Background: an optimization exercise with open tools, aiming at small area and few clock cycles. Do not read the settings as production practice. The RTL was checked by simulation tests, not by an equivalence proof against the original design. No driver is modelled on the clock port, so clock power and skew are understated where the tree is cut down; a real chip needs a root buffer or a tree. Power is estimated from default activity; no workload was simulated.

## job 8179
==> flow/design.v (excerpt) <==
module osc2midi_bridge (
    input  wire       clk,
    input  wire       rst,
    input  wire       in_valid,
    output wire       in_ready,
    input  wire [7:0] in_byte,
    input  wire       in_bye,
    output wire       out_valid,
    input  wire       out_ready,
    output wire [7:0] out_data,
    output wire       out_last,
    input  wire       rx_valid,
    output wire       rx_ready,
    input  wire [7:0] rx_data,
    input  wire       rx_last,
    output wire       mo_valid,
    input  wire       mo_ready,
    output wire [7:0] mo_data,
    output wire       mo_bye
);
export LEC_CHECK = 0
export ABC_AREA = 1
export CAP_MARGIN = 20
export CORE_MARGIN = 2
export CORE_UTILIZATION = 40
export SLEW_MARGIN = 20
create_clock -name core_clock -period 6.0 [get_ports {clk}]
standard.sh (not shown) runs the stock make flow with config.mk's settings and CLKGATE_MAP_FILE= SYNTH_SCRIPT=/design/flow/synth_recipe.tcl, a recipe that flattens the netlist after the stock synthesis.
==> flow/flow/run.sh <==
#!/bin/bash
# Own layout flow: the standard synthesis, its combinational logic re-mapped
# for area (registers untouched), then the standard layout steps.
set -euo pipefail
HERE=$(pwd)
R=$HERE/orfs/results/$FLOW_PLATFORM/osc2midi_bridge/base
YOSYS=$FLOW_HOME/../tools/install/yosys/bin/yosys
[[ -x $YOSYS ]] || YOSYS=yosys

bash standard.sh synth > "$HERE/std_synth.log" 2>&1

LIB=$FLOW_HOME/platforms/$FLOW_PLATFORM/lib/sky130_fd_sc_hd__tt_025C_1v80.lib
DU=""
for c in $(sed -n '/^export DONT_USE_CELLS/,/^$/p' $FLOW_HOME/platforms/$FLOW_PLATFORM/config.mk | tr -d '\\' | sed 's/export DONT_USE_CELLS += //'); do
  DU="$DU -dont_use $c"
done
cp "$R/1_2_yosys.v" "$HERE/std_netlist.v"
LIB=$LIB NETLIST_IN=$HERE/std_netlist.v NETLIST_OUT=$HERE/reabc_netlist.v TOP=$FLOW_TOP \
  ABC_SCRIPT=$HERE/flow/reabc.abc DONT_USE_ARGS="$DU" \
  $YOSYS -c flow/reabc.tcl > "$HERE/reabc.log" 2>&1
cp "$HERE/reabc_netlist.v" "$R/1_2_yosys.v"
rm -f "$R/1_synth.odb" "$R/1_synth.sdc"

# port buffers: the smallest buffer; clock tree: few strong buffers, no dummy loads
export BUFFER_PORTS_ARGS="-buffer_cell sky130_fd_sc_hd__buf_1"
export CTS_ARGS="$(cat flow/cts_args.txt)"
bash standard.sh finish > "$HERE/std_finish.log" 2>&1
==> flow/flow/cts_args.txt <==
-repair_clock_nets -dont_use_dummy_load -buf_list sky130_fd_sc_hd__clkbuf_16 -sink_clustering_size 80 -sink_clustering_max_diameter 500 -sink_clustering_levels 1
==> flow/flow/reabc.abc <==
strash
dc2
dch -f
map -a
==> flow/flow/reabc.tcl <==
# Re-map the combinational logic of the standard synthesis netlist for area.
# Flip-flops (and tie cells) are kept as they are, with their names.
yosys read_liberty -ignore_miss_func -overwrite $::env(LIB)
yosys read_verilog -overwrite $::env(NETLIST_IN)
yosys hierarchy -top $::env(TOP)
yosys setattr -mod -set keep_hierarchy 1 sky130_fd_sc_hd__*df* sky130_fd_sc_hd__*dl* sky130_fd_sc_hd__conb_1
yosys flatten
yosys opt_clean
yosys abc -script $::env(ABC_SCRIPT) -liberty $::env(LIB) {*}$::env(DONT_USE_ARGS)
yosys opt_clean -purge
yosys hilomap -singleton -hicell sky130_fd_sc_hd__conb_1 HI -locell sky130_fd_sc_hd__conb_1 LO
yosys splitnets
yosys opt_clean -purge
yosys insbuf -buf sky130_fd_sc_hd__buf_4 A X
yosys select $::env(TOP)
yosys stat -liberty $::env(LIB)
yosys write_verilog -noattr -noexpr -nohex -nodec -selected $::env(NETLIST_OUT)
Testbench counts of job 8179, summed over its fixed seeds: cycles 106,080.
Relative to job 8179, the following input files were edited for job 7579:
-- flow/flow/run.sh --
<<< job 8179, line 24
# port buffers: the smallest buffer; clock tree: few strong buffers, no dummy loads
export BUFFER_PORTS_ARGS="-buffer_cell sky130_fd_sc_hd__buf_1"
export CTS_ARGS="$(cat flow/cts_args.txt)"
>>> job 7579, line 24
removed: flow/flow/cts_args.txt
Notes after the runs:
Summary of job 7579 over job 8179: post-detailed-route via-to-cell ratio saw a decrease; routed length on met2 saw an increase; arrival time of data at the critical path endpoint saw an increase; synthesis-to-finish area growth saw an increase; power saw a decrease. Max portion of total power attributed to the clock network across job 7579 and job 8179: job 8179. The cell with the largest stage delay on the worst path comes out sky130_fd_sc_hd__clkdlybuf4s50_1 in one run and sky130_fd_sc_hd__dfxtp_1 in the other, namely in job 7579 and job 8179 respectively. Between job 7579 and job 8179, global-route wire length before repair is lower for job 7579, job 8179 comes in above that. Taking job 8179 as the reference, in job 7579 sequential share of layout area now smaller; power drawn by the combinational cells higher; share of power burned in registers went up.
Input-level comparison between job 7341 and job 7579:
-- flow/flow/run.sh --
<<< job 7579, line 24
>>> job 7341, line 24
# port buffers: the smallest buffer; clock tree: few strong buffers, no dummy loads
export BUFFER_PORTS_ARGS="-buffer_cell sky130_fd_sc_hd__buf_1"
export CTS_ARGS="$(cat flow/cts_args.txt)"
==> flow/flow/cts_args.txt (new file) <==
-sink_clustering_enable -repair_clock_nets -dont_use_dummy_load -buf_list sky130_fd_sc_hd__clkbuf_4 sky130_fd_sc_hd__clkbuf_8
Number of port buffers came out exactly the same in job 7341 and job 7579.
Re top-level port count: no difference whatsoever between job 7341 and job 7579.
Against job 7579, last weighted congestion value of the routability-driven placer in job 7341 fell by a little under 10%.
Number of instances in the synthesized netlist came out exactly the same in job 7341 and job 7579.
Job 7341 is listed as incomplete: the tool reported an error in 4_1_cts and the run ended there.
Going from job 7579 to job 7341, instance area after placement now smaller, worst slack at placement now larger, site row count comparable, HPWL reported at the end of detailed placement now smaller.
Starting density of the core essentially unchanged between job 7341 and job 7579.
Re width of the chip: no difference whatsoever between job 7341 and job 7579.
Post-synthesis instance area: job 7579 vs job 7341 identical
## Diff of input files: job 5954 against job 7341
-- flow/flow/run.sh --
<<< job 7341, line 27
>>> job 5954, line 27
export PRE_CTS_TCL="$HERE/flow/pre_cts.tcl"
==> flow/flow/cts_args.txt <==
-sink_clustering_enable -repair_clock_nets -dont_use_dummy_load -buf_list sky130_fd_sc_hd__clkbuf_16
==> flow/flow/pre_cts.tcl (new file) <==
# Clock tree for a small design: the flip-flops are split into four groups
# by location (median cuts in x, then in y); a leaf buffer at each group's
# centre drives its clock pins, and one root buffer, driven by the clock
# port, drives the four leaves. clock_tree_synthesis is then left with
# nothing to build.
set block [ord::get_db_block]
set db [ord::get_db]
set leaf_master [$db findMaster sky130_fd_sc_hd__clkbuf_8]
set root_master [$db findMaster sky130_fd_sc_hd__clkbuf_4]
set clknet [$block findNet clk]

set sinks {}
foreach it [$clknet getITerms] {
  set bb [[$it getInst] getBBox]
  lappend sinks [list $it [expr {([$bb xMin] + [$bb xMax]) / 2}] [expr {([$bb yMin] + [$bb yMax]) / 2}]]
}

proc split_half {items key} {
  set s [lsort -integer -index $key $items]
  set h [expr {[llength $s] / 2}]
  return [list [lrange $s 0 [expr {$h - 1}]] [lrange $s $h end]]
}

set groups {}
foreach half [split_half $sinks 1] {
  foreach q [split_half $half 2] {
    lappend groups $q
  }
}

set root [odb::dbInst_create $block $root_master clkbuf_root]
set rootnet [odb::dbNet_create $block clknet_root]
$rootnet setSigType CLOCK
[$root findITerm A] connect $clknet
[$root findITerm X] connect $rootnet

set k 0
set rx 0
set ry 0
foreach g $groups {
  set leaf [odb::dbInst_create $block $leaf_master clkbuf_leaf_$k]
  set net [odb::dbNet_create $block clknet_leaf_$k]
  $net setSigType CLOCK
  set sx 0
  set sy 0
  foreach s $g {
    set it [lindex $s 0]
    $it disconnect
    $it connect $net
    set sx [expr {$sx + [lindex $s 1]}]
    set sy [expr {$sy + [lindex $s 2]}]
  }
  set n [llength $g]
  [$leaf findITerm A] connect $rootnet
  [$leaf findITerm X] connect $net
  $leaf setLocation [expr {$sx / $n}] [expr {$sy / $n}]
  $leaf setPlacementStatus PLACED
  set rx [expr {$rx + $sx / $n}]
  set ry [expr {$ry + $sy / $n}]
  puts "clock leaf buffer $k drives $n sinks"
  incr k
}
$root setLocation [expr {$rx / $k}] [expr {$ry / $k}]
$root setPlacementStatus PLACED
global_connect

rename clock_tree_synthesis orig_clock_tree_synthesis
proc clock_tree_synthesis {args} {
  puts "clock_tree_synthesis skipped: clock buffers placed by pre_cts.tcl"
  set_propagated_clock [all_clocks]
}
Results
- Job 5954 | status: complete | timing, DRC, antenna: pass
- Compared with job 7341, in job 5954 starting density of the core barely changed, cell count after placement barely changed, synthesized cell count barely changed, number of standard-cell rows in the floorplan barely changed.
- Area after detailed placement essentially unchanged between job 5954 and job 7341.
- Reported for job 5954 and job 7341, height of the die turned out identical to the last digit.
- Reported for job 5954 and job 7341, number of primary I/O pins turned out identical to the last digit.
- As far as count of port buffers added during placement is concerned, job 7341 and job 5954 perform about the same.
- Comparing job 5954 against job 7341, there is no change at all in detailed placer's ending HPWL.
- Between job 5954 and job 7341, the difference in cell area after synthesis is negligible.
The clock cells of job 5954 come from the design's own scripts or RTL, not from TritonCTS.

* * *

Setup of the reference run:
Another version of the RTL of osc2midi_bridge (not shown whole).
Size in the first run: roughly 390 cells after synthesis.
// osc2midi_bridge
module osc2midi_bridge (
    input  wire       clk,
    input  wire       rst,
    input  wire       in_valid,
    output wire       in_ready,
    input  wire [7:0] in_byte,
    input  wire       in_bye,
    output wire       out_valid,
    input  wire       out_ready,
    output wire [7:0] out_data,
    output wire       out_last,
    input  wire       rx_valid,
    output wire       rx_ready,
    input  wire [7:0] rx_data,
    input  wire       rx_last,
    output wire       mo_valid,
    input  wire       mo_ready,
    output wire [7:0] mo_data,
    output wire       mo_bye
);
clock: 6.0 ns
lec_check: 0
abc_area: 1
cap_margin: 20
core_margin: 2
core_utilization: 40
slew_margin: 20
==> flow/flow/run.sh <==
#!/bin/bash
# Own layout flow: the standard synthesis, its combinational logic re-mapped
# for area (registers untouched), then the standard layout steps.
set -euo pipefail
HERE=$(pwd)
R=$HERE/orfs/results/$FLOW_PLATFORM/osc2midi_bridge/base
YOSYS=$FLOW_HOME/../tools/install/yosys/bin/yosys
[[ -x $YOSYS ]] || YOSYS=yosys

bash standard.sh synth > "$HERE/std_synth.log" 2>&1

LIB=$FLOW_HOME/platforms/$FLOW_PLATFORM/lib/sky130_fd_sc_hd__tt_025C_1v80.lib
DU=""
for c in $(sed -n '/^export DONT_USE_CELLS/,/^$/p' $FLOW_HOME/platforms/$FLOW_PLATFORM/config.mk | tr -d '\\' | sed 's/export DONT_USE_CELLS += //'); do
  DU="$DU -dont_use $c"
done
cp "$R/1_2_yosys.v" "$HERE/std_netlist.v"
# a few randomised deep-synthesis runs side by side; keep the smallest
for seed in 1 2 3 4; do
  sed "s/@SEED@/$seed/" flow/reabc.abc.in > "$HERE/reabc_$seed.abc"
  LIB=$LIB NETLIST_IN=$HERE/std_netlist.v NETLIST_OUT=$HERE/reabc_netlist_$seed.v TOP=$FLOW_TOP \
    ABC_SCRIPT=$HERE/reabc_$seed.abc DONT_USE_ARGS="$DU" \
    $YOSYS -c flow/reabc.tcl > "$HERE/reabc_$seed.log" 2>&1 &
done
wait
best=""; best_area=""
for seed in 1 2 3 4; do
  a=$(grep -m1 "Chip area for module" "$HERE/reabc_$seed.log" | awk '{print $NF}' || true)
  [[ -n "$a" && -s "$HERE/reabc_netlist_$seed.v" ]] || continue
  if [[ -z "$best" ]] || awk "BEGIN{exit !($a < $best_area)}"; then best=$seed; best_area=$a; fi
done
echo "reabc: seed $best area $best_area" > "$HERE/reabc_choice.log"
if [[ -n "$best" ]]; then cp "$HERE/reabc_netlist_$best.v" "$R/1_2_yosys.v"; fi
rm -f "$R/1_synth.odb" "$R/1_synth.sdc"

# port buffers: the smallest buffer; clock tree: built by flow/pre_cts.tcl
export BUFFER_PORTS_ARGS="-buffer_cell sky130_fd_sc_hd__buf_1"
export CTS_ARGS="$(cat flow/cts_args.txt)"
export PRE_CTS_TCL="$HERE/flow/pre_cts.tcl"
bash standard.sh finish > "$HERE/std_finish.log" 2>&1
==> flow/flow/reabc.abc.in <==
strash
dc2
&get -n
&deepsyn -T 120 -S @SEED@
&put
strash
&get -n
&dch -f
&nf -R 1000
&put
mfs3 -ae -R 4 -H 5
mfs3 -aer -R 4 -H 5
Other scripts of this flow, unchanged in this note and not shown: flow/flow/cts_args.txt, flow/flow/pre_cts.tcl, flow/flow/reabc.tcl
The reference run | stages: all done | timing, DRC, antenna: all pass
Testbench counts of the reference run, summed over its fixed seeds: cycles 103,846.
> inputs changed (the reference run -> the trial run)
==> flow/flow/reabc.abc.in <==
strash
dc2
&get -n
&deepsyn -T 120 -S @SEED@
&put
strash
&get -n
&dch -f
&nf -R 1000
&put
mfs3 -a
[summary]
Diff the reference run -> the trial run: fraction of power spent switching nets decreased by 2.4 points relative to the old numbers, critical path depth shows a reduction of 3, horizontal extent of the die moved up. Delta (the trial run minus the reference run): final hold slack barely changed, overall power dropped 62 uW, cell area after placement climbed about 0.5%.
In every run of this note, the design's own scripts or RTL, not TritonCTS, make the clock network.

* * *

== run A ==
RTL: one of the versions met above, not the one the previous note started from.
For scale: about 530 cells after synthesis, ~46 I/O pins, about 4100 um2 of cells after synthesis.
export LEC_CHECK = 0
export ABC_AREA = 1
export CAP_MARGIN = 20
export CORE_MARGIN = 2
export CORE_UTILIZATION = 40
export SLEW_MARGIN = 20
create_clock -name core_clock -period 6.0 [get_ports {clk}]
==> flow/flow/run.sh <==
#!/bin/bash
# Own layout flow: the standard synthesis, its combinational logic re-mapped
# for area (registers untouched), then the standard layout steps.
set -euo pipefail
HERE=$(pwd)
R=$HERE/orfs/results/$FLOW_PLATFORM/osc2midi_bridge/base
YOSYS=$FLOW_HOME/../tools/install/yosys/bin/yosys
[[ -x $YOSYS ]] || YOSYS=yosys

bash standard.sh synth > "$HERE/std_synth.log" 2>&1

LIB=$FLOW_HOME/platforms/$FLOW_PLATFORM/lib/sky130_fd_sc_hd__tt_025C_1v80.lib
DU=""
for c in $(sed -n '/^export DONT_USE_CELLS/,/^$/p' $FLOW_HOME/platforms/$FLOW_PLATFORM/config.mk | tr -d '\\' | sed 's/export DONT_USE_CELLS += //'); do
  DU="$DU -dont_use $c"
done
cp "$R/1_2_yosys.v" "$HERE/std_netlist.v"
LIB=$LIB NETLIST_IN=$HERE/std_netlist.v NETLIST_OUT=$HERE/reabc_netlist.v TOP=$FLOW_TOP \
  ABC_SCRIPT=$HERE/flow/reabc.abc DONT_USE_ARGS="$DU" \
  $YOSYS -c flow/reabc.tcl > "$HERE/reabc.log" 2>&1
cp "$HERE/reabc_netlist.v" "$R/1_2_yosys.v"
rm -f "$R/1_synth.odb" "$R/1_synth.sdc"

# port buffers: the smallest buffer; clock tree: few strong buffers, no dummy loads
export BUFFER_PORTS_ARGS="-buffer_cell sky130_fd_sc_hd__buf_1"
export CTS_ARGS="$(cat flow/cts_args.txt)"
bash standard.sh finish > "$HERE/std_finish.log" 2>&1
==> flow/flow/cts_args.txt <==
-sink_clustering_enable -repair_clock_nets -dont_use_dummy_load -buf_list sky130_fd_sc_hd__clkbuf_8
Scripts as last shown in full above: flow/flow/reabc.abc, flow/flow/reabc.tcl
Testbench counts of run A, summed over its fixed seeds: cycles 106,080.
Here is what was changed in the inputs of run B compared with run A.
==> flow/run.sh (new file) <==
#!/bin/bash
# synth_recipe.tcl (not shown) runs the flow's synth.tcl, then flattens the netlist and writes it again
# the make line also repeats each setting of config.mk as NAME=value (left out here)
make -C /OpenROAD-flow-scripts/flow DESIGN_CONFIG=/design/flow/config.mk WORK_HOME=/design/flow/orfs CLKGATE_MAP_FILE= SYNTH_SCRIPT=/design/flow/synth_recipe.tcl finish
removed: flow/flow/run.sh
removed: flow/flow/cts_args.txt
removed: flow/flow/reabc.abc
removed: flow/flow/reabc.tcl
removed: flow/standard.sh
==> comparison <==
- Run B vs. run A: post-synth design cell area went up by 860 um2.
- Run B vs. run A: final total power went up by about 36%.
- ~same overall track demand over capacity in global routing in run A and run B
- Post-synthesis to final-layout area growth | run B above run A
- Final cycle utilization of the critical path (run B over run A): decrease, 6.8 points
- The power density of the placed cells of run B is higher than that of run A.
- Of run B and run A, it is run B that has the higher maximum frequency.
- Summary of run B over run A: measured slew at the worst slew-check pin went down, wire length after detailed routing went up, clock edge transition at the registers on the reported setup and hold paths went down.
diff inputs: run B => run C
==> flow/flow/run.sh (new file) <==
#!/bin/bash
# Own layout flow: the standard synthesis, its combinational logic re-mapped
# for area (registers untouched), then the standard layout steps.
set -euo pipefail
HERE=$(pwd)
R=$HERE/orfs/results/$FLOW_PLATFORM/osc2midi_bridge/base
YOSYS=$FLOW_HOME/../tools/install/yosys/bin/yosys
[[ -x $YOSYS ]] || YOSYS=yosys

bash standard.sh synth > "$HERE/std_synth.log" 2>&1

LIB=$FLOW_HOME/platforms/$FLOW_PLATFORM/lib/sky130_fd_sc_hd__tt_025C_1v80.lib
DU=""
for c in $(sed -n '/^export DONT_USE_CELLS/,/^$/p' $FLOW_HOME/platforms/$FLOW_PLATFORM/config.mk | tr -d '\\' | sed 's/export DONT_USE_CELLS += //'); do
  DU="$DU -dont_use $c"
done
cp "$R/1_2_yosys.v" "$HERE/std_netlist.v"
LIB=$LIB NETLIST_IN=$HERE/std_netlist.v NETLIST_OUT=$HERE/reabc_netlist.v TOP=$FLOW_TOP \
  ABC_SCRIPT=$HERE/flow/reabc.abc DONT_USE_ARGS="$DU" \
  $YOSYS -c flow/reabc.tcl > "$HERE/reabc.log" 2>&1
cp "$HERE/reabc_netlist.v" "$R/1_2_yosys.v"
rm -f "$R/1_synth.odb" "$R/1_synth.sdc"

# port buffers: the smallest buffer; clock tree: few strong buffers, no dummy loads
export BUFFER_PORTS_ARGS="-buffer_cell sky130_fd_sc_hd__buf_1"
export CTS_ARGS="-sink_clustering_enable -repair_clock_nets -dont_use_dummy_load -buf_list sky130_fd_sc_hd__clkbuf_16 -sink_clustering_size 80 -sink_clustering_max_diameter 500"
bash standard.sh finish > "$HERE/std_finish.log" 2>&1
==> flow/flow/reabc.abc (new file) <==
strash
dc2
dch -f
map -a
==> flow/flow/reabc.tcl (new file) <==
# Re-map the combinational logic of the standard synthesis netlist for area.
# Flip-flops (and tie cells) are kept as they are, with their names.
yosys read_liberty -ignore_miss_func -overwrite $::env(LIB)
yosys read_verilog -overwrite $::env(NETLIST_IN)
yosys hierarchy -top $::env(TOP)
yosys setattr -mod -set keep_hierarchy 1 sky130_fd_sc_hd__*df* sky130_fd_sc_hd__*dl* sky130_fd_sc_hd__conb_1
yosys flatten
yosys opt_clean
yosys abc -script $::env(ABC_SCRIPT) -liberty $::env(LIB) {*}$::env(DONT_USE_ARGS)
yosys opt_clean -purge
yosys hilomap -singleton -hicell sky130_fd_sc_hd__conb_1 HI -locell sky130_fd_sc_hd__conb_1 LO
yosys splitnets
yosys opt_clean -purge
yosys insbuf -buf sky130_fd_sc_hd__buf_4 A X
yosys select $::env(TOP)
yosys stat -liberty $::env(LIB)
yosys write_verilog -noattr -noexpr -nohex -nodec -selected $::env(NETLIST_OUT)
==> flow/standard.sh (new file) <==
#!/bin/bash
# synth_recipe.tcl (not shown) runs the flow's synth.tcl, then flattens the netlist and writes it again
# the make line also repeats each setting of config.mk as NAME=value (left out here)
make -C /OpenROAD-flow-scripts/flow DESIGN_CONFIG=/design/flow/config.mk WORK_HOME=/design/flow/orfs CLKGATE_MAP_FILE= SYNTH_SCRIPT=/design/flow/synth_recipe.tcl "${@:-finish}"
removed: flow/run.sh
==> comparison <==
Summary: with run B as the reference, met1 wire length in run C moved down by a little under 10%.
Number of clock buffers in the layout was higher in run B than in run C.
Going from run B to run C, the die height was found to have gone down by 10 um.
The core utilization of run C is lower than that of run B.
Inputs modified between run C and run D:
-- flow/flow/run.sh --
<<< run C, line 24
# port buffers: the smallest buffer; clock tree: few strong buffers, no dummy loads
export BUFFER_PORTS_ARGS="-buffer_cell sky130_fd_sc_hd__buf_1"
export CTS_ARGS="-sink_clustering_enable -repair_clock_nets -dont_use_dummy_load -buf_list sky130_fd_sc_hd__clkbuf_16 -sink_clustering_size 80 -sink_clustering_max_diameter 500"
bash standard.sh finish > "$HERE/std_finish.log" 2>&1
>>> run D, line 24
# port buffers: the smallest buffer; clock tree: few strong buffers, no dummy loads
export BUFFER_PORTS_ARGS="-buffer_cell sky130_fd_sc_hd__buf_1"
export CTS_ARGS="$(cat flow/cts_args.txt)"
export PRE_CTS_TCL="$HERE/flow/pre_cts.tcl"
bash standard.sh finish > "$HERE/std_finish.log" 2>&1
==> flow/flow/cts_args.txt (new file) <==
-sink_clustering_enable -repair_clock_nets -dont_use_dummy_load -buf_list sky130_fd_sc_hd__clkbuf_16
==> flow/flow/pre_cts.tcl (new file) <==
# let one clock buffer drive more flip-flops, so the tree needs fewer
set_max_fanout 80 [current_design]
## What came out
Run D | stages: all done | timing, DRC, antenna: all pass. On proportion of power drawn by combinational gates, run C and run D are neck and neck. Diff run C..run D | combined area of all synthesized cells | negligible. [compare] base=run C new=run D: final area closely matched the old numbers, relative contribution of the clock network to total power closely matched the old numbers, summed negative setup slack over all endpoints closely matched the old numbers, fraction of area in clock buffers and inverters closely matched the old numbers, routed length on met1 closely matched the old numbers. Clock-buffer cell count: run C vs run D identical. ~same first-pass GRT wire length in run C and run D. Area added between synthesis and finish: run C vs run D identical. Maximum number of pins on one net before global-route repair came out exactly the same in run C and run D.

-- port drivers added, routing unchanged --
The flow's constraints put no driver on any port. The routed layouts listed below were extracted and timed again, unchanged, in two steps. Step 1 assumes that a clkbuf_16 drives the clock port and a buf_2 every other input. Step 2 times the ports against the registers' clock, not the clock port: input delays grow and output delays shrink by t, the midpoint of the rising clock arrivals with the driver on. Three values: ideal, step 1, step 2; two values: the first two.
run	t (ns)	setup WS [ns]	worst setup path after step 2
job 8179	0.362	0.951 / 0.914 / 1.277	register to output
job 7579	0.371	0.481 / 0.447 / 0.819	register to output
job 5954	0.418	0.882 / 0.850 / 1.268	register to output
the reference run	0.395	1.126 / 1.099 / 1.494	register to output
the trial run	0.392	1.056 / 1.029 / 1.421	register to output
run A	0.374	0.885 / 0.853 / 1.227	register to output
run B	0.368	1.293 / 1.253 / 1.622	register to output
run C	0.362	0.951 / 0.914 / 1.277	register to output
run D	0.362	0.951 / 0.914 / 1.277	register to output
After both steps every run listed still meets setup and hold.
